This design comes from an exercise in tuning for small area and a short achievable clock period on the open sky130 flow, not from production work.
In this exercise RTL edits were held to simulation tests only and were not proved equivalent to the original.

Design bam_servo, start of the top module:
module bam_servo (
    input  wire        clk,
    input  wire        rst,
    input  wire        cmd_valid,
    output wire        cmd_ready,
    input  wire [39:0] cmd_word,
    output reg         rsp_valid,
    output reg  [1:0]  rsp_status,
    output reg  [31:0] rsp_data,
    input  wire        tick_valid,
    input  wire [31:0] tick_now,
    input  wire        estop_req,
    input  wire [9:0]  enc_raw,
    output reg         enc_strobe,
    output wire [14:0] pwm_a,
    output wire [14:0] pwm_b,
    output wire        diag_irq
);
==> module bam_isqrt34, before the edit <==
module bam_isqrt34 (
    input  wire [33:0] d,
    output wire [16:0] q
);
    wire [19:0] rem [0:17];
    wire [16:0] qv  [0:17];
    assign rem[0] = 20'd0;
    assign qv[0]  = 17'd0;
    genvar m;
    generate
        for (m = 0; m < 17; m = m + 1) begin : st
            localparam integer W = m + 3;
            wire          pos = (m == 0) ? 1'b1 : ~rem[m][m+1];
            wire [W-1:0]  a   = {rem[m][m:0], d[33-2*m -: 2]};
            wire [W-1:0]  t   = {1'b0, qv[m][(m>0?m-1:0):0] & {(m>0?m:1){(m>0)}}, ~pos, 1'b1};
            wire [W-1:0]  r   = a + (t ^ {W{pos}}) + {{(W-1){1'b0}}, pos};
            assign rem[m+1] = {{(20-W){r[W-1]}}, r};
            assign qv[m+1]  = {qv[m][15:0], ~r[W-1]};
        end
    endgenerate
    assign q = qv[17];
endmodule
make LEC_CHECK=0 ABC_AREA=1 CAP_MARGIN=20 CORE_MARGIN=2 CORE_UTILIZATION=40 SLEW_MARGIN=20 SYNTH_MEMORY_MAX_BITS=8192 finish   # period 110.0 ns
run.sh (not shown) runs the stock make flow with config.mk's settings and CLKGATE_MAP_FILE= SYNTH_SCRIPT=/design/flow/synth_recipe.tcl, a recipe that flattens the netlist after the stock synthesis.
==> next run, changes <==
--- a/flow/design.v
+++ b/flow/design.v
@@ -293,21 +293,38 @@
     output wire [16:0] q
 );
-    wire [19:0] rem [0:17];
-    wire [16:0] qv  [0:17];
-    assign rem[0] = 20'd0;
-    assign qv[0]  = 17'd0;
-    genvar m;
+    wire        q16 = d[33] | d[32];
+    wire [1:0]  r0  = d[33:32] - {1'b0, q16};
+    wire [20:0] rr  [0:8];
+    wire [16:0] qq  [0:8];
+    wire [18:0] q3v [0:8];
+    assign rr[0]  = {19'd0, r0};
+    assign qq[0]  = {16'd0, q16};
+    assign q3v[0] = {17'd0, q16, q16};      
+    genvar s;
     generate
-        for (m = 0; m < 17; m = m + 1) begin : st
-            localparam integer W = m + 3;
-            wire          pos = (m == 0) ? 1'b1 : ~rem[m][m+1];
-            wire [W-1:0]  a   = {rem[m][m:0], d[33-2*m -: 2]};
-            wire [W-1:0]  t   = {1'b0, qv[m][(m>0?m-1:0):0] & {(m>0?m:1){(m>0)}}, ~pos, 1'b1};
-            wire [W-1:0]  r   = a + (t ^ {W{pos}}) + {{(W-1){1'b0}}, pos};
-            assign rem[m+1] = {{(20-W){r[W-1]}}, r};
-            assign qv[m+1]  = {qv[m][15:0], ~r[W-1]};
+        for (s = 0; s < 8; s = s + 1) begin : st
+            localparam integer M  = 1 + 2 * s;      
+            localparam integer WX = M + 5;          
+            wire [M:0]    r   = rr[s][M:0];         
+            wire [M-1:0]  qv  = qq[s][M-1:0];
+            wire [M+1:0]  q3  = q3v[s][M+1:0];      
+            wire [M+2:0]  q3p1 = {1'b0, q3} + 1'b1;
+            wire [M+2:0]  q3p2 = {1'b0, q3} + 2'd2;
+            wire [WX-1:0] x   = {r, d[31-4*s -: 4]};
+            wire [WX:0]   d1  = {1'b0, x} - {{(WX+1-M-3){1'b0}}, qv, 3'b001};
+            wire [WX:0]   d2  = {1'b0, x} - {{(WX+1-M-4){1'b0}}, qv, 4'b0100};
+            wire [WX:0]   d3  = {1'b0, x} - {{(WX+1-M-6){1'b0}}, q3p1, 3'b001};
+            wire          g3  = ~d3[WX];
+            wire          g2  = ~d2[WX];
+            wire          g1  = ~d1[WX];
+            wire [1:0]    dig = g3 ? 2'd3 : g2 ? 2'd2 : g1 ? 2'd1 : 2'd0;
+            wire [M+2:0]  rn  = g3 ? d3[M+2:0] : g2 ? d2[M+2:0] : g1 ? d1[M+2:0] : x[M+2:0];
+            wire [M+3:0]  q3n = g3 ? {q3p2, 2'b01} : g2 ? {q3p1, 2'b10} : g1 ? {1'b0, q3, 2'b11} : {1'b0, q3, 2'b00};
+            assign rr[s+1]  = {{(20-M-2){1'b0}}, rn};
+            assign qq[s+1]  = {qq[s][14:0], dig};
+            assign q3v[s+1] = q3n[M+3:0];
         end
     endgenerate
-    assign q = qv[17];
+    assign q = qq[8];
 endmodule
 module bam_kin_mul (
After rerunning: Hold slack got worse by 0.0077 ns; die area went up by 8.6%; cell area went up by 8.7%; global-route usage went up by 0.70 points; area after synthesis went up by 8.7%; sequential share of layout area went down by 0.94 points; worst setup slack improved by 7.5 ns; synthesized cell count went up by 14%; via count went up by 14%; clock-buffer cell count went up by 6; utilization went up by 0.11 points; first-iteration DRC count went up by 18%; wire length went up by 12%.

---

RTL: one of the versions met above, not the one the previous note started from.
Size: ~11000 cells after synthesis, ~450 flip-flops, roughly 160 I/O pins, about 0.078 mm2 of cells after synthesis.
==> module bam_isqrt34, before the edit <==
module bam_isqrt34 (
    input  wire [33:0] d,
    output wire [16:0] q
);
    wire        q16 = d[33] | d[32];
    wire [1:0]  r0  = d[33:32] - {1'b0, q16};
    wire [20:0] rr  [0:8];
    wire [16:0] qq  [0:8];
    wire [18:0] q3v [0:8];
    assign rr[0]  = {19'd0, r0};
    assign qq[0]  = {16'd0, q16};
    assign q3v[0] = {17'd0, q16, q16};      
    genvar s;
    generate
        for (s = 0; s < 8; s = s + 1) begin : st
            localparam integer M  = 1 + 2 * s;      
            localparam integer WX = M + 5;          
            wire [M:0]    r   = rr[s][M:0];         
            wire [M-1:0]  qv  = qq[s][M-1:0];
            wire [M+1:0]  q3  = q3v[s][M+1:0];      
            wire [M+2:0]  q3p1 = {1'b0, q3} + 1'b1;
            wire [M+2:0]  q3p2 = {1'b0, q3} + 2'd2;
            wire [WX-1:0] x   = {r, d[31-4*s -: 4]};
            wire [WX:0]   d1  = {1'b0, x} - {{(WX+1-M-3){1'b0}}, qv, 3'b001};
            wire [WX:0]   d2  = {1'b0, x} - {{(WX+1-M-4){1'b0}}, qv, 4'b0100};
            wire [WX:0]   d3  = {1'b0, x} - {{(WX+1-M-6){1'b0}}, q3p1, 3'b001};
            wire          g3  = ~d3[WX];
            wire          g2  = ~d2[WX];
            wire          g1  = ~d1[WX];
            wire [1:0]    dig = g3 ? 2'd3 : g2 ? 2'd2 : g1 ? 2'd1 : 2'd0;
            wire [M+2:0]  rn  = g3 ? d3[M+2:0] : g2 ? d2[M+2:0] : g1 ? d1[M+2:0] : x[M+2:0];
            wire [M+3:0]  q3n = g3 ? {q3p2, 2'b01} : g2 ? {q3p1, 2'b10} : g1 ? {1'b0, q3, 2'b11} : {1'b0, q3, 2'b00};
            assign rr[s+1]  = {{(20-M-2){1'b0}}, rn};
            assign qq[s+1]  = {qq[s][14:0], dig};
            assign q3v[s+1] = q3n[M+3:0];
        end
    endgenerate
    assign q = qq[8];
endmodule
clock: 110.0 ns
lec_check: 0
abc_area: 1
cap_margin: 20
core_margin: 2
core_utilization: 40
slew_margin: 20
synth_memory_max_bits: 8192
standard.sh (not shown) runs the stock make flow with config.mk's settings and CLKGATE_MAP_FILE= SYNTH_SCRIPT=/design/flow/synth_recipe.tcl, a recipe that flattens the netlist after the stock synthesis.
==> flow/flow/run.sh <==
#!/bin/bash
set -euo pipefail
W=$(pwd)
bash "$W/standard.sh" SETUP_SLACK_MARGIN=58 "${@:-finish}" > "$W/flow_make.log" 2>&1
Then changed:
--- a/flow/design.v
+++ b/flow/design.v
@@ -293,38 +293,21 @@
     output wire [16:0] q
 );
-    wire        q16 = d[33] | d[32];
-    wire [1:0]  r0  = d[33:32] - {1'b0, q16};
-    wire [20:0] rr  [0:8];
-    wire [16:0] qq  [0:8];
-    wire [18:0] q3v [0:8];
-    assign rr[0]  = {19'd0, r0};
-    assign qq[0]  = {16'd0, q16};
-    assign q3v[0] = {17'd0, q16, q16};      
-    genvar s;
+    wire [19:0] rem [0:17];
+    wire [16:0] qv  [0:17];
+    assign rem[0] = 20'd0;
+    assign qv[0]  = 17'd0;
+    genvar m;
     generate
-        for (s = 0; s < 8; s = s + 1) begin : st
-            localparam integer M  = 1 + 2 * s;      
-            localparam integer WX = M + 5;          
-            wire [M:0]    r   = rr[s][M:0];         
-            wire [M-1:0]  qv  = qq[s][M-1:0];
-            wire [M+1:0]  q3  = q3v[s][M+1:0];      
-            wire [M+2:0]  q3p1 = {1'b0, q3} + 1'b1;
-            wire [M+2:0]  q3p2 = {1'b0, q3} + 2'd2;
-            wire [WX-1:0] x   = {r, d[31-4*s -: 4]};
-            wire [WX:0]   d1  = {1'b0, x} - {{(WX+1-M-3){1'b0}}, qv, 3'b001};
-            wire [WX:0]   d2  = {1'b0, x} - {{(WX+1-M-4){1'b0}}, qv, 4'b0100};
-            wire [WX:0]   d3  = {1'b0, x} - {{(WX+1-M-6){1'b0}}, q3p1, 3'b001};
-            wire          g3  = ~d3[WX];
-            wire          g2  = ~d2[WX];
-            wire          g1  = ~d1[WX];
-            wire [1:0]    dig = g3 ? 2'd3 : g2 ? 2'd2 : g1 ? 2'd1 : 2'd0;
-            wire [M+2:0]  rn  = g3 ? d3[M+2:0] : g2 ? d2[M+2:0] : g1 ? d1[M+2:0] : x[M+2:0];
-            wire [M+3:0]  q3n = g3 ? {q3p2, 2'b01} : g2 ? {q3p1, 2'b10} : g1 ? {1'b0, q3, 2'b11} : {1'b0, q3, 2'b00};
-            assign rr[s+1]  = {{(20-M-2){1'b0}}, rn};
-            assign qq[s+1]  = {qq[s][14:0], dig};
-            assign q3v[s+1] = q3n[M+3:0];
+        for (m = 0; m < 17; m = m + 1) begin : st
+            localparam integer W = m + 3;
+            wire          pos = (m == 0) ? 1'b1 : ~rem[m][m+1];
+            wire [W-1:0]  a   = {rem[m][m:0], d[33-2*m -: 2]};
+            wire [W-1:0]  t   = {1'b0, qv[m][(m>0?m-1:0):0] & {(m>0?m:1){(m>0)}}, ~pos, 1'b1};
+            wire [W-1:0]  r   = a + (t ^ {W{pos}}) + {{(W-1){1'b0}}, pos};
+            assign rem[m+1] = {{(20-W){r[W-1]}}, r};
+            assign qv[m+1]  = {qv[m][15:0], ~r[W-1]};
         end
     endgenerate
-    assign q = qq[8];
+    assign q = qv[17];
 endmodule
 module bam_kin_mul (
Via count shrinks by 11%.
First-iteration DRC count shrinks by about 10%.
Area after synthesis shrinks by about 8%.
Clock-buffer cell count grows by 9.
Synthesized cell count shrinks by about 12%.
Register-to-register slack loses 5.9 ns.
Clock skew grows by 0.0044 ns.
Wire length shrinks by about 10%.
Worst hold slack stays flat.
Core utilization grows by 0.26 points.

-- port drivers added, routing unchanged --
The results above use ideal ports. As a check the final layouts listed here were re-extracted and re-timed, cells and wires unchanged.
Step 1 assumes that a clkbuf_16 drives the clock port and a buf_2 every other input.
Step 2 also shifts input and output timing later by t, the mid clock arrival at the registers, as if the neighbouring blocks saw the same clock.
a / b / c = ideal / step 1 / step 2; a / b = the first two.
| run | t, ns | setup slack, ns | worst setup path at the end | cell pins on the clock port's net |
|---|---|---|---|---|
| the first run of note 1 | 0.754 | 31.347 / 31.399 / 30.644 | input to register | 1 |
| the second run of note 1 | 0.740 | 38.859 / 38.914 / 38.174 | input to register | 1 |
| the first run of note 2 | 0.755 | 52.730 / 52.750 / 51.995 | input to register | 1 |
| the second run of note 2 | 0.767 | 46.669 / 46.711 / 45.944 | input to register | 1 |
After both steps every run listed still meets setup and hold. The setup slack of the first run of note 2, which loses most, moves by +0.020 ns with the drivers and by -0.735 ns with both steps.
